This design comes from an exercise in tuning for small area, a short achievable clock period and few clock cycles on the open sky130 flow, not from production work.
In this exercise RTL edits were held to simulation tests only and were not proved equivalent to the original.
Power and IR drop assume default switching activity.

$ cat flow/design.v
module scc_core (
    input  wire        clk,
    input  wire        rst,
    input  wire        cmd_valid,
    output wire        cmd_ready,
    input  wire [63:0] cmd_word,
    output wire        rsp_valid,
    input  wire        rsp_ready,
    output wire [63:0] rsp_word,
    output wire        prim_valid,
    output wire [3:0]  prim_kind,
    output wire [15:0] prim_addr,
    output wire [31:0] prim_arg,
    input  wire        prim_ack,
    input  wire        prim_fail,
    input  wire [7:0]  prim_rdata,
    output wire [1:0]  st_pst,
    output wire        st_strm,
    output wire        st_inited,
    output wire [2:0]  st_gpio_lvl,
    output wire [2:0]  st_gpio_dir,
    output wire        st_clk_en,
    output wire [31:0] st_clk_hz,
    output wire [3:0]  st_rail_en
);
    localparam [15:0] A_EXP_LO   = 16'h1000;
    localparam [15:0] A_EXP_HI   = 16'h1001;
    localparam [15:0] A_FL_LO    = 16'h1002;
    localparam [15:0] A_FL_HI    = 16'h1003;
    localparam [15:0] A_GAIN     = 16'h1004;
    localparam [15:0] A_ID0      = 16'h2000;
    localparam [15:0] A_ID1      = 16'h2001;
    localparam [7:0]  ID0_EXPECT = 8'hA5;
    localparam [7:0]  ID1_EXPECT = 8'h5A;
    localparam [31:0] MCLK_HZ    = 32'd24000000;
    localparam        NMODE      = 4;
    localparam        NBAND      = 54;
    localparam [3:0] P_BUSWRITE  = 4'd0;
    localparam [3:0] P_BUSREAD   = 4'd1;
    localparam [3:0] P_GPIODIR   = 4'd2;
    localparam [3:0] P_GPIOWRITE = 4'd3;
    localparam [3:0] P_CLKFREQ   = 4'd4;
    localparam [3:0] P_CLKEN     = 4'd5;
    localparam [3:0] P_RAILEN    = 4'd6;
    localparam [3:0] P_SLEEP     = 4'd7;
    localparam [3:0] P_SCOPEACQ  = 4'd8;
    localparam [3:0] P_SCOPEREL  = 4'd9;
    localparam [1:0] PST_OFF = 2'd0, PST_STANDBY = 2'd1, PST_ON = 2'd2, PST_UNDEF = 2'd3;
    localparam [7:0] S_OK          = 8'h00;
    localparam [7:0] S_INIT_NF     = 8'h10;
    localparam [7:0] S_INIT_BUS    = 8'h11;
    localparam [7:0] S_POWER_PRIM  = 8'h20;
    localparam [7:0] S_POWER_UNDEF = 8'h21;
    localparam [7:0] S_MODE_UNSUP  = 8'h30;
    localparam [7:0] S_MODE_BUS    = 8'h31;
    localparam [7:0] S_STREAM_BUS  = 8'h40;
    localparam [7:0] S_STREAM_NOM  = 8'h41;
    localparam [7:0] S_STREAM_UND  = 8'h42;
    localparam [7:0] S_CTRL_BUS    = 8'h50;
    localparam [7:0] S_CTRL_NOM    = 8'h51;
    localparam [7:0] S_NOT_INIT    = 8'hE0;
    localparam [7:0] S_ILLEGAL     = 8'hF0;
    localparam [3:0] C_INIT = 4'd1, C_PWR = 4'd2, C_SELMODE = 4'd3, C_STREAM = 4'd4,
                     C_SETEXP = 4'd5, C_SETGAIN = 4'd6, C_SETEXPGAIN = 4'd7;
    function [31:0] mode_field(input [1:0] i, input [3:0] k);
        begin
            mode_field = 32'd0;
            case (i)
                2'd0: case (k)
                    4'd0: mode_field = 32'd2592;  4'd1: mode_field = 32'd1944;
                    4'd2: mode_field = 32'd0;     4'd3: mode_field = 32'd0;
                    4'd4: mode_field = 32'd4000;  4'd5: mode_field = 32'd4037;
                    4'd6: mode_field = 32'd278000000; 4'd7: mode_field = 32'd0;
                    4'd8: mode_field = 32'd1;     4'd9: mode_field = 32'd1;
                    4'd10: mode_field = 32'd4033; 4'd11: mode_field = 32'd16;
                    4'd12: mode_field = 32'd159;  default: mode_field = 32'd0;
                endcase
                2'd1: case (k)
                    4'd0: mode_field = 32'd1920;  4'd1: mode_field = 32'd1080;
                    4'd2: mode_field = 32'd336;   4'd3: mode_field = 32'd432;
                    4'd4: mode_field = 32'd3560;  4'd5: mode_field = 32'd2607;
                    4'd6: mode_field = 32'd278000000; 4'd7: mode_field = 32'd0;
                    4'd8: mode_field = 32'd1;     4'd9: mode_field = 32'd1;
                    4'd10: mode_field = 32'd2603; 4'd11: mode_field = 32'd16;
                    4'd12: mode_field = 32'd159;  default: mode_field = 32'd0;
                endcase
                2'd2: case (k)
                    4'd0: mode_field = 32'd1280;  4'd1: mode_field = 32'd960;
                    4'd2: mode_field = 32'd0;     4'd3: mode_field = 32'd0;
                    4'd4: mode_field = 32'd3000;  4'd5: mode_field = 32'd2000;
                    4'd6: mode_field = 32'd278000000; 4'd7: mode_field = 32'd0;
                    4'd8: mode_field = 32'd2;     4'd9: mode_field = 32'd1;
                    4'd10: mode_field = 32'd1996; 4'd11: mode_field = 32'd16;
                    4'd12: mode_field = 32'd159;  default: mode_field = 32'd0;
                endcase
                default: case (k)
                    4'd0: mode_field = 32'd1280;  4'd1: mode_field = 32'd720;
                    4'd2: mode_field = 32'd0;     4'd3: mode_field = 32'd0;
                    4'd4: mode_field = 32'd3000;  4'd5: mode_field = 32'd1500;
                    4'd6: mode_field = 32'd278000000; 4'd7: mode_field = 32'd0;
                    4'd8: mode_field = 32'd2;     4'd9: mode_field = 32'd1;
                    4'd10: mode_field = 32'd1496; 4'd11: mode_field = 32'd16;
                    4'd12: mode_field = 32'd159;  default: mode_field = 32'd0;
                endcase
            endcase
        end
    endfunction
    function [7:0] prog_len(input [1:0] i);
        begin
            case (i)
                2'd0: prog_len = 8'd4;
                2'd1: prog_len = 8'd4;
                2'd2: prog_len = 8'd3;
                default: prog_len = 8'd2;
            endcase
        end
    endfunction
    function [23:0] prog_entry(input [1:0] i, input [7:0] k);
        begin
            prog_entry = 24'd0;
            if (k == 8'd0)      prog_entry = {16'h3000, 8'h01};    
            else if (k == 8'd1) prog_entry = {16'h3100, 8'h02};    
            else begin
                case (i)
                    2'd0: if (k == 8'd2) prog_entry = {16'h3200, 8'h0F};
                          else           prog_entry = {16'h3300, 8'h55};    
                    2'd1: if (k == 8'd2) prog_entry = {16'h3200, 8'h07};
                          else           prog_entry = {16'h3201, 8'h80};
                    2'd2: prog_entry = {16'h3200, 8'h03};
                    default: prog_entry = 24'd0;
                endcase
            end
        end
    endfunction
    function [33:0] band_rom(input [5:0] k);
        begin
            case (k)
            6'd0:    band_rom = {13'd160, 13'd167, 8'd2};
            6'd1:    band_rom = {13'd167, 13'd177, 8'd8};
            6'd2:    band_rom = {13'd177, 13'd188, 8'd10};
            6'd3:    band_rom = {13'd188, 13'd203, 8'd12};
            6'd4:    band_rom = {13'd203, 13'd213, 8'd14};
            6'd5:    band_rom = {13'd213, 13'd219, 8'd19};
            6'd6:    band_rom = {13'd219, 13'd229, 8'd24};
            6'd7:    band_rom = {13'd229, 13'd237, 8'd27};
            6'd8:    band_rom = {13'd237, 13'd248, 8'd33};
            6'd9:    band_rom = {13'd248, 13'd257, 8'd38};
            6'd10:    band_rom = {13'd257, 13'd269, 8'd42};
            6'd11:    band_rom = {13'd269, 13'd277, 8'd46};
            6'd12:    band_rom = {13'd277, 13'd291, 8'd49};
            6'd13:    band_rom = {13'd291, 13'd303, 8'd52};
            6'd14:    band_rom = {13'd303, 13'd311, 8'd54};
            6'd15:    band_rom = {13'd311, 13'd323, 8'd56};
            6'd16:    band_rom = {13'd323, 13'd333, 8'd61};
            6'd17:    band_rom = {13'd333, 13'd353, 8'd66};
            6'd18:    band_rom = {13'd353, 13'd365, 8'd70};
            6'd19:    band_rom = {13'd365, 13'd382, 8'd74};
            6'd20:    band_rom = {13'd382, 13'd402, 8'd76};
            6'd21:    band_rom = {13'd402, 13'd415, 8'd80};
            6'd22:    band_rom = {13'd415, 13'd432, 8'd83};
            6'd23:    band_rom = {13'd432, 13'd446, 8'd86};
            6'd24:    band_rom = {13'd446, 13'd461, 8'd89};
            6'd25:    band_rom = {13'd461, 13'd483, 8'd94};
            6'd26:    band_rom = {13'd483, 13'd498, 8'd97};
            6'd27:    band_rom = {13'd498, 13'd513, 8'd100};
            6'd28:    band_rom = {13'd513, 13'd544, 8'd106};
            6'd29:    band_rom = {13'd544, 13'd574, 8'd109};
            6'd30:    band_rom = {13'd574, 13'd611, 8'd115};
            6'd31:    band_rom = {13'd611, 13'd643, 8'd118};
            6'd32:    band_rom = {13'd643, 13'd672, 8'd124};
            6'd33:    band_rom = {13'd672, 13'd702, 8'd130};
            6'd34:    band_rom = {13'd702, 13'd738, 8'd136};
            6'd35:    band_rom = {13'd738, 13'd766, 8'd142};
            6'd36:    band_rom = {13'd766, 13'd803, 8'd147};
            6'd37:    band_rom = {13'd803, 13'd832, 8'd149};
            6'd38:    band_rom = {13'd832, 13'd877, 8'd154};
            6'd39:    band_rom = {13'd877, 13'd927, 8'd160};
            6'd40:    band_rom = {13'd927, 13'd977, 8'd162};
            6'd41:    band_rom = {13'd977, 13'd1027, 8'd168};
            6'd42:    band_rom = {13'd1027, 13'd1069, 8'd172};
            6'd43:    band_rom = {13'd1069, 13'd1119, 8'd178};
            6'd44:    band_rom = {13'd1119, 13'd1170, 8'd180};
            6'd45:    band_rom = {13'd1170, 13'd1214, 8'd184};
            6'd46:    band_rom = {13'd1214, 13'd1262, 8'd188};
            6'd47:    band_rom = {13'd1262, 13'd1312, 8'd193};
            6'd48:    band_rom = {13'd1312, 13'd1363, 8'd195};
            6'd49:    band_rom = {13'd1363, 13'd1408, 8'd199};
            6'd50:    band_rom = {13'd1408, 13'd1456, 8'd228};
            6'd51:    band_rom = {13'd1456, 13'd1504, 8'd228};
            6'd52:    band_rom = {13'd1504, 13'd1601, 8'd229};
            6'd53:    band_rom = {13'd1601, 13'd1696, 8'd234};
            default:  band_rom = 34'd0;
            endcase
        end
    endfunction
    function [51:0] pwr_step(input [2:0] t, input [7:0] k);
        begin
            pwr_step = {P_SCOPEREL, 16'd0, 32'd0};
            case (t)
                3'd1: case (k)       
                    8'd0: pwr_step = {P_SCOPEACQ,  16'd0, 32'd0};
                    8'd1: pwr_step = {P_GPIOWRITE, 16'd1, 32'd0};
                    8'd2: pwr_step = {P_CLKEN,     16'd0, 32'd0};
                    default: pwr_step = {P_SCOPEREL, 16'd0, 32'd0};
                endcase
                3'd2: case (k)       
                    8'd0: pwr_step = {P_SCOPEACQ,  16'd0, 32'd0};
                    8'd1: pwr_step = {P_CLKFREQ,   16'd0, MCLK_HZ};
                    8'd2: pwr_step = {P_CLKEN,     16'd0, 32'd1};
                    8'd3: pwr_step = {P_SLEEP,     16'd0, 32'd20000};
                    8'd4: pwr_step = {P_SCOPEREL,  16'd0, 32'd0};
                    default: pwr_step = {P_GPIOWRITE, 16'd1, 32'd1};
                endcase
                3'd3: case (k)       
                    8'd0:  pwr_step = {P_SCOPEACQ,  16'd0, 32'd0};
                    8'd1:  pwr_step = {P_GPIODIR,   16'd0, 32'd1};
                    8'd2:  pwr_step = {P_GPIODIR,   16'd1, 32'd1};
                    8'd3:  pwr_step = {P_GPIOWRITE, 16'd0, 32'd0};
                    8'd4:  pwr_step = {P_GPIOWRITE, 16'd1, 32'd0};
                    8'd5:  pwr_step = {P_SLEEP,     16'd0, 32'd1000};
                    8'd6:  pwr_step = {P_CLKFREQ,   16'd0, MCLK_HZ};
                    8'd7:  pwr_step = {P_CLKEN,     16'd0, 32'd1};
                    8'd8:  pwr_step = {P_SLEEP,     16'd0, 32'd10000};
                    8'd9:  pwr_step = {P_GPIOWRITE, 16'd2, 32'd1};
                    8'd10: pwr_step = {P_RAILEN,    16'd0, 32'd1};
                    8'd11: pwr_step = {P_RAILEN,    16'd1, 32'd1};
                    8'd12: pwr_step = {P_RAILEN,    16'd2, 32'd1};
                    8'd13: pwr_step = {P_RAILEN,    16'd3, 32'd1};
                    8'd14: pwr_step = {P_SLEEP,     16'd0, 32'd10000};
                    8'd15: pwr_step = {P_GPIOWRITE, 16'd0, 32'd1};
                    8'd16: pwr_step = {P_GPIOWRITE, 16'd1, 32'd1};
                    8'd17: pwr_step = {P_SLEEP,     16'd0, 32'd30000};
                    default: pwr_step = {P_SCOPEREL, 16'd0, 32'd0};
                endcase
                default: case (k)    
                    8'd0:  pwr_step = {P_SCOPEACQ,  16'd0, 32'd0};
                    8'd1:  pwr_step = {P_CLKEN,     16'd0, 32'd0};
                    8'd2:  pwr_step = {P_GPIOWRITE, 16'd2, 32'd0};
                    8'd3:  pwr_step = {P_RAILEN,    16'd3, 32'd0};
                    8'd4:  pwr_step = {P_RAILEN,    16'd2, 32'd0};
                    8'd5:  pwr_step = {P_RAILEN,    16'd1, 32'd0};
                    8'd6:  pwr_step = {P_RAILEN,    16'd0, 32'd0};
                    8'd7:  pwr_step = {P_SLEEP,     16'd0, 32'd10000};
                    8'd8:  pwr_step = {P_GPIOWRITE, 16'd0, 32'd0};
                    8'd9:  pwr_step = {P_GPIOWRITE, 16'd1, 32'd0};
                    8'd10: pwr_step = {P_GPIODIR,   16'd0, 32'd0};
                    8'd11: pwr_step = {P_GPIODIR,   16'd1, 32'd0};
                    default: pwr_step = {P_SCOPEREL, 16'd0, 32'd0};
                endcase
            endcase
        end
    endfunction
    function [7:0] pwr_len(input [2:0] t);
        begin
            case (t)
                3'd1: pwr_len = 8'd4;
                3'd2: pwr_len = 8'd6;
                3'd3: pwr_len = 8'd19;
                default: pwr_len = 8'd13;
            endcase
        end
    endfunction
    localparam [2:0] Q_IDLE = 3'd0, Q_DECODE = 3'd1, Q_RUN = 3'd2, Q_ABORT = 3'd3, Q_RESP = 3'd4;
    reg [2:0]  q;
    reg [63:0] cur;
    reg [15:0] upc;
    reg [7:0]  seq_len;
    reg [63:0] rsp_r;
    reg        inited;
    reg        strm;
    reg        scope;
    reg [1:0]  pst;
    reg        mode_valid;
    reg [7:0]  mode_idx;
    reg [15:0] vts;
    reg [19:0] exp_r;
    reg [8:0]  gain_r;
    reg [2:0]  gpio_lvl;
    reg [2:0]  gpio_dir;
    reg        clk_en;
    reg [31:0] clk_hz;
    reg [3:0]  rail_en;
    reg [3:0]  cls;
    reg [1:0]  sel_mode;      
    reg [15:0] shutter_r;
    reg [16:0] frame_r;
    reg [8:0]  gclamp_r;
    reg        code_ok_r;
    reg [7:0]  code_r;
    wire [7:0]  op  = cur[63:56];
    wire [27:0] opa = cur[55:28];
    wire [27:0] opb = cur[27:0];
    wire [2:0]  tgt = opb[2:0];
    wire [3:0]  gsel = opb[3:0];
    reg legal;
    always @(*) begin
        case (op)
            8'h01, 8'h08, 8'h09: legal = (opa == 28'd0) && (opb == 28'd0);
            8'h02: legal = (opa == 28'd0) && (opb[27:3] == 25'd0) && (tgt <= 3'd4);
            8'h03: legal = 1'b1;
            8'h04: legal = (opa == 28'd0) && (opb[27:1] == 27'd0);
            8'h05: legal = (opb == 28'd0);
            8'h06: legal = (opa == 28'd0);
            8'h07: legal = 1'b1;
            8'h0A: legal = (opa == 28'd0) && (opb[27:4] == 24'd0) && (gsel <= 4'd13);
            default: legal = 1'b0;
        endcase
    end
    wire gated = (op == 8'h03) || (op == 8'h04) || (op == 8'h05) || (op == 8'h06) || (op == 8'h07);
    reg pwr_legal;
    always @(*) begin
        case (tgt)
            3'd1: pwr_legal = (pst == PST_ON);
            3'd2: pwr_legal = (pst == PST_STANDBY);
            3'd3: pwr_legal = (pst == PST_OFF);
            3'd4: pwr_legal = (pst != PST_OFF);
            default: pwr_legal = 1'b0;
        endcase
    end
    reg        look_ok;
    reg [1:0]  look_idx;
    integer    mi;
    always @(*) begin
        look_ok  = 1'b0;
        look_idx = 2'd0;
        for (mi = NMODE - 1; mi >= 0; mi = mi - 1) begin
            if (mode_field(mi[1:0], 4'd0) == {4'd0, opa} && mode_field(mi[1:0], 4'd1) == {4'd0, opb}) begin
                look_ok  = 1'b1;
                look_idx = mi[1:0];
            end
        end
    end
    wire [19:0] exp_clamped = (opa > 28'hFFFFF) ? 20'hFFFFF : opa[19:0];
    wire [15:0] shutter     = exp_clamped[19:4];
    wire [16:0] shutter_p4  = {1'b0, shutter} + 17'd4;
    wire [16:0] frame_len   = (shutter_p4 > {1'b0, vts}) ? shutter_p4 : {1'b0, vts};
    wire [8:0]  gain_hi      = (op == 8'h07) ? 9'd159 : 9'd511;
    wire [8:0]  gain_clamped = (opb < 28'd16) ? 9'd16 :
                               (opb > {19'd0, gain_hi}) ? gain_hi : opb[8:0];
    wire [12:0] gain_x10     = gain_clamped * 13'd10;
    reg        code_ok;
    reg [7:0]  code;
    reg [33:0] band;
    integer    k;
    always @(*) begin
        code_ok = 1'b0;
        code    = 8'd0;
        band    = 34'd0;
        if (gain_clamped == 9'd16) begin
            code_ok = 1'b1;
            code    = 8'h01;
        end else begin
            for (k = 0; k < NBAND; k = k + 1) begin
                band = band_rom(k[5:0]);
                if (!code_ok && band[33:21] < gain_x10 && gain_x10 <= band[20:8]) begin
                    code_ok = 1'b1;
                    code    = band[7:0];
                end
            end
        end
    end
    reg [3:0]  p_kind;
    reg [15:0] p_addr;
    reg [31:0] p_arg;
    reg [51:0] p_pwr;
    reg [23:0] p_prog;
    always @(*) begin
        p_kind = P_BUSWRITE;
        p_addr = 16'd0;
        p_arg  = 32'd0;
        p_pwr  = pwr_step(tgt, upc[7:0]);
        p_prog = prog_entry(sel_mode, upc[7:0]);
        if (q == Q_ABORT) begin
            p_kind = P_SCOPEREL;
            p_arg  = 32'd1;
        end else begin
            case (cls)
                C_INIT: begin
                    p_kind = P_BUSREAD;
                    p_addr = (upc == 16'd0) ? A_ID0 : A_ID1;
                end
                C_PWR: begin
                    p_kind = p_pwr[51:48];
                    p_addr = p_pwr[47:32];
                    p_arg  = p_pwr[31:0];
                end
                C_SELMODE, C_STREAM: begin
                    p_addr = p_prog[23:8];
                    p_arg  = {24'd0, p_prog[7:0]};
                end
                C_SETEXP, C_SETGAIN, C_SETEXPGAIN: begin
                    if (cls == C_SETGAIN || upc == 16'd4) begin
                        p_addr = A_GAIN;
                        p_arg  = {24'd0, code_r};
                    end else begin
                        case (upc[1:0])
                            2'd0: begin p_addr = A_EXP_LO; p_arg = {24'd0, shutter_r[7:0]};  end
                            2'd1: begin p_addr = A_EXP_HI; p_arg = {24'd0, shutter_r[15:8]}; end
                            2'd2: begin p_addr = A_FL_LO;  p_arg = {24'd0, frame_r[7:0]};    end
                            default: begin p_addr = A_FL_HI; p_arg = {24'd0, frame_r[15:8]}; end
                        endcase
                    end
                end
                default: ;
            endcase
        end
    end
    wire [31:0] sel_vts = mode_field(sel_mode, 4'd5);
    wire p_fallible = (p_kind != P_SLEEP) && (p_kind != P_SCOPEACQ) && (p_kind != P_SCOPEREL);
    wire last_step  = (upc == {8'd0, seq_len} - 16'd1);
    wire [7:0] id_expect = (upc == 16'd0) ? ID0_EXPECT : ID1_EXPECT;
    always @(posedge clk) begin
        if (rst) begin
            q          <= Q_IDLE;
            upc        <= 16'd0;
            inited     <= 1'b0;
            strm       <= 1'b0;
            scope      <= 1'b0;
            pst        <= PST_OFF;
            mode_valid <= 1'b0;
            mode_idx   <= 8'd0;
            vts        <= 16'd0;
            exp_r      <= 20'd0;
            gain_r     <= 9'd0;
            gpio_lvl   <= 3'd0;
            gpio_dir   <= 3'd0;
            clk_en     <= 1'b0;
            clk_hz     <= 32'd0;
            rail_en    <= 4'd0;
        end else begin
            case (q)
                Q_IDLE: begin
                    if (cmd_valid) begin
                        cur <= cmd_word;
                        upc <= 16'd0;
                        q   <= Q_DECODE;
                    end
                end
                Q_DECODE: begin
                    cls       <= op[3:0];
                    shutter_r <= shutter;
                    frame_r   <= frame_len;
                    gclamp_r  <= gain_clamped;
                    code_ok_r <= code_ok;
                    code_r    <= code;
                    rsp_r     <= {S_OK, 56'd0};
                    q         <= Q_RESP;
                    if (!legal) begin
                        rsp_r <= {S_ILLEGAL, 56'd0};
                    end else if (gated && !inited) begin
                        rsp_r <= {S_NOT_INIT, 56'd0};
                    end else begin
                        case (op)
                            8'h01: begin
                                seq_len <= 8'd2;
                                q       <= Q_RUN;
                            end
                            8'h02: begin
                                if (!pwr_legal) rsp_r <= {S_POWER_UNDEF, 56'd0};
                                else begin
                                    seq_len <= pwr_len(tgt);
                                    q       <= Q_RUN;
                                end
                            end
                            8'h03: begin
                                if (!look_ok) rsp_r <= {S_MODE_UNSUP, 56'd0};
                                else begin
                                    sel_mode <= look_idx;
                                    seq_len  <= prog_len(look_idx);
                                    q        <= Q_RUN;
                                end
                            end
                            8'h04: begin
                                if (!opb[0]) strm <= 1'b0;
                                else if (strm) ;
                                else if (pst != PST_ON) rsp_r <= {S_STREAM_UND, 56'd0};
                                else if (!mode_valid) rsp_r <= {S_STREAM_NOM, 56'd0};
                                else begin
                                    sel_mode <= mode_idx[1:0];
                                    seq_len  <= prog_len(mode_idx[1:0]);
                                    q        <= Q_RUN;
                                end
                            end
                            8'h05: begin
                                if (!mode_valid) rsp_r <= {S_CTRL_NOM, 56'd0};
                                else begin
                                    seq_len <= 8'd4;
                                    q       <= Q_RUN;
                                end
                            end
                            8'h06: begin
                                if (code_ok) begin
                                    seq_len <= 8'd1;
                                    q       <= Q_RUN;
                                end else begin
                                    gain_r <= gain_clamped;
                                end
                            end
                            8'h07: begin
                                if (!mode_valid) rsp_r <= {S_CTRL_NOM, 56'd0};
                                else begin
                                    seq_len <= code_ok ? 8'd5 : 8'd4;
                                    q       <= Q_RUN;
                                end
                            end
                            8'h08: rsp_r <= {S_OK, 24'd0, 12'd0, exp_r};
                            8'h09: rsp_r <= {S_OK, 24'd0, 23'd0, gain_r};
                            default: begin    
                                if (!mode_valid) rsp_r <= {S_OK, 56'd0};
                                else if (gsel == 4'd13) rsp_r <= {S_OK, 1'b1, 23'd0, 24'd0, mode_idx};
                                else rsp_r <= {S_OK, 1'b1, 23'd0, mode_field(mode_idx[1:0], gsel)};
                            end
                        endcase
                    end
                end
                Q_RUN: begin
                    if (prim_ack) begin
                        if (p_fallible && prim_fail) begin
                            case (cls)
                                C_INIT: begin
                                    inited <= 1'b0;
                                    rsp_r  <= {S_INIT_BUS, 8'd0, upc, 32'd0};
                                end
                                C_PWR:     rsp_r <= {S_POWER_PRIM, 8'd0, upc, 32'd0};
                                C_SELMODE: rsp_r <= {S_MODE_BUS, 8'd0, upc, 32'd0};
                                C_STREAM:  rsp_r <= {S_STREAM_BUS, 8'd0, upc, 32'd0};
                                default:   rsp_r <= {S_CTRL_BUS, 8'd0, upc, 32'd0};
                            endcase
                            if (cls == C_PWR) begin
                                pst  <= PST_UNDEF;
                                strm <= 1'b0;
                            end
                            upc <= 16'd0;
                            q   <= (cls == C_PWR && scope) ? Q_ABORT : Q_RESP;
                        end else begin
                            case (p_kind)
                                P_GPIODIR:   gpio_dir[p_addr[1:0]] <= p_arg[0];
                                P_GPIOWRITE: gpio_lvl[p_addr[1:0]] <= p_arg[0];
                                P_CLKFREQ:   clk_hz <= p_arg;
                                P_CLKEN:     clk_en <= p_arg[0];
                                P_RAILEN:    rail_en[p_addr[1:0]] <= p_arg[0];
                                P_SCOPEACQ:  scope <= 1'b1;
                                P_SCOPEREL:  scope <= 1'b0;
                                default: ;
                            endcase
                            if ((cls == C_SETEXP || cls == C_SETEXPGAIN) && upc == 16'd3)
                                exp_r <= {4'd0, shutter_r};
                            if (cls == C_INIT && prim_rdata != id_expect) begin
                                inited <= 1'b0;
                                rsp_r  <= {S_INIT_NF, 8'd0, upc, 24'd0, prim_rdata};
                                upc    <= 16'd0;
                                q      <= Q_RESP;
                            end else if (last_step) begin
                                case (cls)
                                    C_INIT: begin
                                        mode_valid <= 1'b0;
                                        mode_idx   <= 8'd0;
                                        vts        <= 16'd0;
                                        exp_r      <= 20'd0;
                                        gain_r     <= 9'd0;
                                        strm       <= 1'b0;
                                        inited     <= 1'b1;
                                    end
                                    C_PWR: begin
                                        case (tgt)
                                            3'd1: begin pst <= PST_STANDBY; strm <= 1'b0; end
                                            3'd2: pst <= PST_ON;
                                            3'd3: pst <= PST_ON;
                                            default: begin pst <= PST_OFF; strm <= 1'b0; end
                                        endcase
                                    end
                                    C_SELMODE, C_STREAM: begin
                                        mode_idx   <= {6'd0, sel_mode};
                                        mode_valid <= 1'b1;
                                        vts        <= sel_vts[15:0];
                                        if (cls == C_STREAM) strm <= 1'b1;
                                    end
                                    C_SETGAIN, C_SETEXPGAIN: gain_r <= gclamp_r;
                                    default: ;
                                endcase
                                if (cls == C_SETEXPGAIN && !code_ok_r)
                                    gain_r <= gclamp_r;
                                rsp_r <= {S_OK, 56'd0};
                                upc   <= 16'd0;
                                q     <= Q_RESP;
                            end else begin
                                upc <= upc + 16'd1;
                            end
                        end
                    end
                end
                Q_ABORT: begin
                    if (prim_ack) begin
                        scope <= 1'b0;
                        q     <= Q_RESP;
                    end
                end
                default: begin    
                    if (rsp_ready)
                        q <= Q_IDLE;
                end
            endcase
        end
    end
    assign cmd_ready   = (q == Q_IDLE);
    assign rsp_valid   = (q == Q_RESP);
    assign rsp_word    = rsp_r;
    assign prim_valid  = (q == Q_RUN) || (q == Q_ABORT);
    assign prim_kind   = p_kind;
    assign prim_addr   = p_addr;
    assign prim_arg    = p_arg;
    assign st_pst      = pst;
    assign st_strm     = strm;
    assign st_inited   = inited;
    assign st_gpio_lvl = gpio_lvl;
    assign st_gpio_dir = gpio_dir;
    assign st_clk_en   = clk_en;
    assign st_clk_hz   = clk_hz;
    assign st_rail_en  = rail_en;
endmodule
$ cat flow/run.sh
#!/bin/bash
# synth_recipe.tcl (not shown) runs the flow's synth.tcl, then flattens the netlist and writes it again
# the make line also repeats each setting of config.mk as NAME=value (left out here)
make -C /OpenROAD-flow-scripts/flow DESIGN_CONFIG=/design/flow/config.mk WORK_HOME=/design/flow/orfs CLKGATE_MAP_FILE= SYNTH_SCRIPT=/design/flow/synth_recipe.tcl finish
$ cat flow/config.mk
export PLATFORM = sky130hd
export DESIGN_NAME = scc_core
export DESIGN_NICKNAME = scc_core
export VERILOG_FILES = /design/flow/design.v
export SDC_FILE = /design/flow/constraint.sdc
export NUM_CORES = 4
export LEC_CHECK = 0
export CAP_MARGIN = 20
export CORE_AREA = 5 5 225 225
export DIE_AREA = 0 0 230 230
export SLEW_MARGIN = 20
$ cat flow/constraint.sdc
create_clock -name core_clock -period 10.0 [get_ports {clk}]
set_input_delay 2.0000 -clock core_clock [delete_from_list [all_inputs] [get_ports {clk}]]
set_output_delay 2.0000 -clock core_clock [all_outputs]
set_load 0.01 [all_outputs]
==> impl_metrics.json <==
{
  "hold_path.class": "register to register",
  "syn_area_sq_mm": 0.0180,
  "slew_violations": 0,
  "start_util_pct": 37.6,
  "power.share.sequential_pct": 44.5,
  "dieHeight_um": 230,
  "crit_required_ns": 10.50,
  "die_w_um": 230,
  "clock_sinks": 316,
  "drc": 0,
  "antenna_found_initial": 0,
  "ant_nets": 0,
  "switching_power_mw": 1.12,
  "synth-seq-cells": 316,
  "synth_common_cells": "214 x nand2_1, 214 x nor2_1, 168 x edfxtp_1",
  "die_area_sq_mm": 0.0529,
  "antenna_cells": 0,
  "dp_hpwl_mm": 48.2,
  "crit_fanout": 11,
  "power.share.clock_pct": 34.3,
  "htree_num_levels": 2,
  "port_buffers": 194,
  "cp-start-kind": "register",
  "core_sq_mm": 0.0478,
  "utilization_pct": 44.9,
  "clock_path_buffers": 3,
  "ys.flop_type": "edfxtp_1",
  "fmax_mhz": 112,
  "ios": 244,
  "synth_top_area_share_pct": 28.0,
  "grt_usage_pct": 22.5,
  "tns_ns": 0,
  "synth.distinct_cells": 99,
  "cts_buffers": 36,
  "grt_start_max_net_pins": 75,
  "vias": 16000,
  "final_net_count": 2250,
  "ys_async_sr_fraction_pct": 0,
  "clock_skew_ns": 0.0267,
  "first_iter_violations": 1631,
  "status": "complete, no violations",
  "drv_cap": 0,
  "first_global_vias": 15200,
  "yosys_warnings": 1,
  "ir_drop_mv": 0.126,
  "rsz0062_at_grt": "false",
  "switching_share_pct": 30.3,
  "post_synth_main_area_contributors": "edfxtp_1 28%, dfxtp_1 16%, nand2_1 4.5%",
  "wl_mm": 62.2,
  "routed_via_density": 5.80,
  "p_per_area_mw_per_mm2": 172,
  "ys_seq_area_share_pct": 44.5,
  "tritoncts": "done",
  "gr-total-overflow": 0,
  "syn_area_per_cell_sq_um": 9.18,
  "clock-root-buffer": "clkbuf_16",
  "internal-power_mw": 2.57,
  "cts.repair.resized": 0,
  "fin_crit_sh_pct": 89.1,
  "drive_gt1_share_pct": 7.94,
  "crit_type": "register to register",
  "max_slew_margin_pct": 30.9,
  "comb_power_share_pct": 21.3,
  "critPathArrivalTime_ns": 9.40,
  "finalWorstPathRequiredPeriod_ns": 8.91,
  "grt_pass1_wl_mm": 93.5,
  "setup_viol": 0,
  "p_leak_nw": 7.69,
  "synth-edff-count": 168,
  "hold_buffers": 0,
  "hold_violations": 0,
  "post_cts_buffers": 0,
  "end_kind": "register",
  "area_growth_pct": 19.4,
  "clk_pin_slew_worst_paths_ns": 0.06,
  "synth_area_leader_cell": "edfxtp_1",
  "tightest_slew_ns": 1.03,
  "rows": 80,
  "drt_pre_antenna_iters": 7,
  "clk_latency_ns": 0.56,
  "syn-instance-count": 1960,
  "gp_congestion": 0.954,
  "wire_per_inst_um": 22.6
}
[worst paths after layout]
check                                from                       to  slack [ns]  depth (start not counted)
hold reg to reg   clk_hz[11]$_SDFFE_PP0P_  clk_hz[11]$_SDFFE_PP0P_        0.46                          1
hold / removal    clk_hz[11]$_SDFFE_PP0P_  clk_hz[11]$_SDFFE_PP0P_        0.46                          1
setup reg to reg        cur[61]$_DFFE_PP_   gain_r[5]$_SDFFE_PP0P_        1.09                         23
setup / recovery        cur[61]$_DFFE_PP_   gain_r[5]$_SDFFE_PP0P_        1.09                         23
[cells in the final DEF (no fill, tap or decap), drive strengths merged, types with 10 or more instances in the layout]
cell type,n
o311ai,10
a21o,10
or2,23
buf,39
clkinv,16
nand3,64
xor2,13
or3,10
nand3b,17
conb,49
and2,36
a222oi,15
nand4,25
dfxtp,148
clkbuf,48
nor2,216
mux2,15
xnor2,22
mux2i,38
o211ai,21
a21oi,115
or4,14
ha,57
a31oi,18
and3,20
o21ai,102
nor3,53
inv,61
nand2,215
a211oi,18
a221o,10
nor2b,19
o21a,16
edfxtp,168
nor4,29
nor3b,11
clkdlybuf4s50,193
a22oi,25
nand2b,21
[metal layers]
metal | wire (um) | share of wire, % | GRT usage, %
met1 | 26900 | 43 | 31.3
met5 | 0 | 0 | 0
met4 | 2300 | 3.7 | 7.68
met3 | 5130 | 8.3 | 4.45
met2 | 27800 | 45 | 35.4
[power groups by stage]
stage	registers, mW	clock network (mW)	logic [mW]
2_1_floorplan	1.65	0	0.466
3_3_place_gp	1.67	0	0.775
3_5_place_dp	1.67	0	0.777
4_1_cts	1.64	1.29	0.781
5_1_grt	1.66	1.35	0.852
6_report	1.64	1.27	0.786
[metrics by stage]
step | instance area (sq um) | std cells | total power, mW | hold WS (ns) | setup WS [ns]
2_1_floorplan | 18200 | 2008 | 2.12 | 0.424 | 2.04
3_3_place_gp | 20400 | 2691 | 2.44 | 0.446 | 1.39
3_5_place_dp | 20400 | 2691 | 2.45 | 0.450 | 1.24
4_1_cts | 21500 | 2756 | 3.72 | 0.464 | 1.22
5_1_grt | 21500 | 2756 | 3.86 | 0.473 | 0.623
6_report | 21500 | 2756 | 3.70 | 0.461 | 1.09
[worst max-delay path, cell delays in order (launching register included)]
cell       delay (ns)
edfxtp_1         0.38
or4_1            0.63
nor2_1           0.36
nand3_1          0.26
inv_1            0.22
ha_1             0.17
nand4_1          0.08
or4_4            0.54
a2111oi_2        0.97
nand2_1          0.34
ha_1             0.43
fa_1             0.58
a211o_1          0.34
and2_1           0.20
nor2_1           0.69
nor2_1           0.21
nand4_1          0.24
a21oi_1          0.12
a311o_1          0.34
a211o_1          0.30
nor4b_4          0.57
inv_2            0.11
nor4_4           0.54
a221o_1          0.24
[layout make-up]
cell class                      instances  area (sq um)
Timing Repair Buffer                  232          2220
Sequential cell                       316          8010
Multi-Input combinational cell       1466          9130
Clock inverter                         17           121
Inverter                               62           233
Fill cell                            4682         26400
Tap cell                              615           769
Clock buffer                           48          1010
[cells by family (layout without fill, tap and decap cells)]
family,Yosys count,count (layout),synth area share [%]
adder cells (fa/ha/maj),59,59,4.13
AND/OR/NAND/NOR,797,797,22.1
flip-flops,316,316,44.5
multiplexers,57,57,3.55
buffers and inverters,226,359,6.11
XOR/XNOR,35,35,1.70
other,1,49,0.0208
AO/OA/AOI/OAI,469,469,17.9
Testbench counts, summed over its fixed seeds: cycles 25,737.

## what the ideal ports hide
No port has a modelled driver above. Below, the same layout with a new extraction and two added sets of constraints.
Step 1: set_driving_cell puts a clkbuf_16 on clk and a buf_2 on each other input, an assumption about the parent block.
Step 2, shift: input delay + t, output delay - t, t = (earliest + latest rising clock arrival at the registers) / 2. This alone moves slack from input paths to output paths.
Slacks: ideal / step 1 / step 2; pairs: ideal / step 1.
t, ns: 0.607
slack for setup (ns): 1.093 / 1.093 / 1.093
worst hold slack (ns): 0.461 / 0.461 / 0.461
worst setup path after step 2: register to register
After both steps setup and hold are still met in this run. For this run, drivers alone change the setup slack by 0.000 ns; drivers and shift together by 0.000 ns.
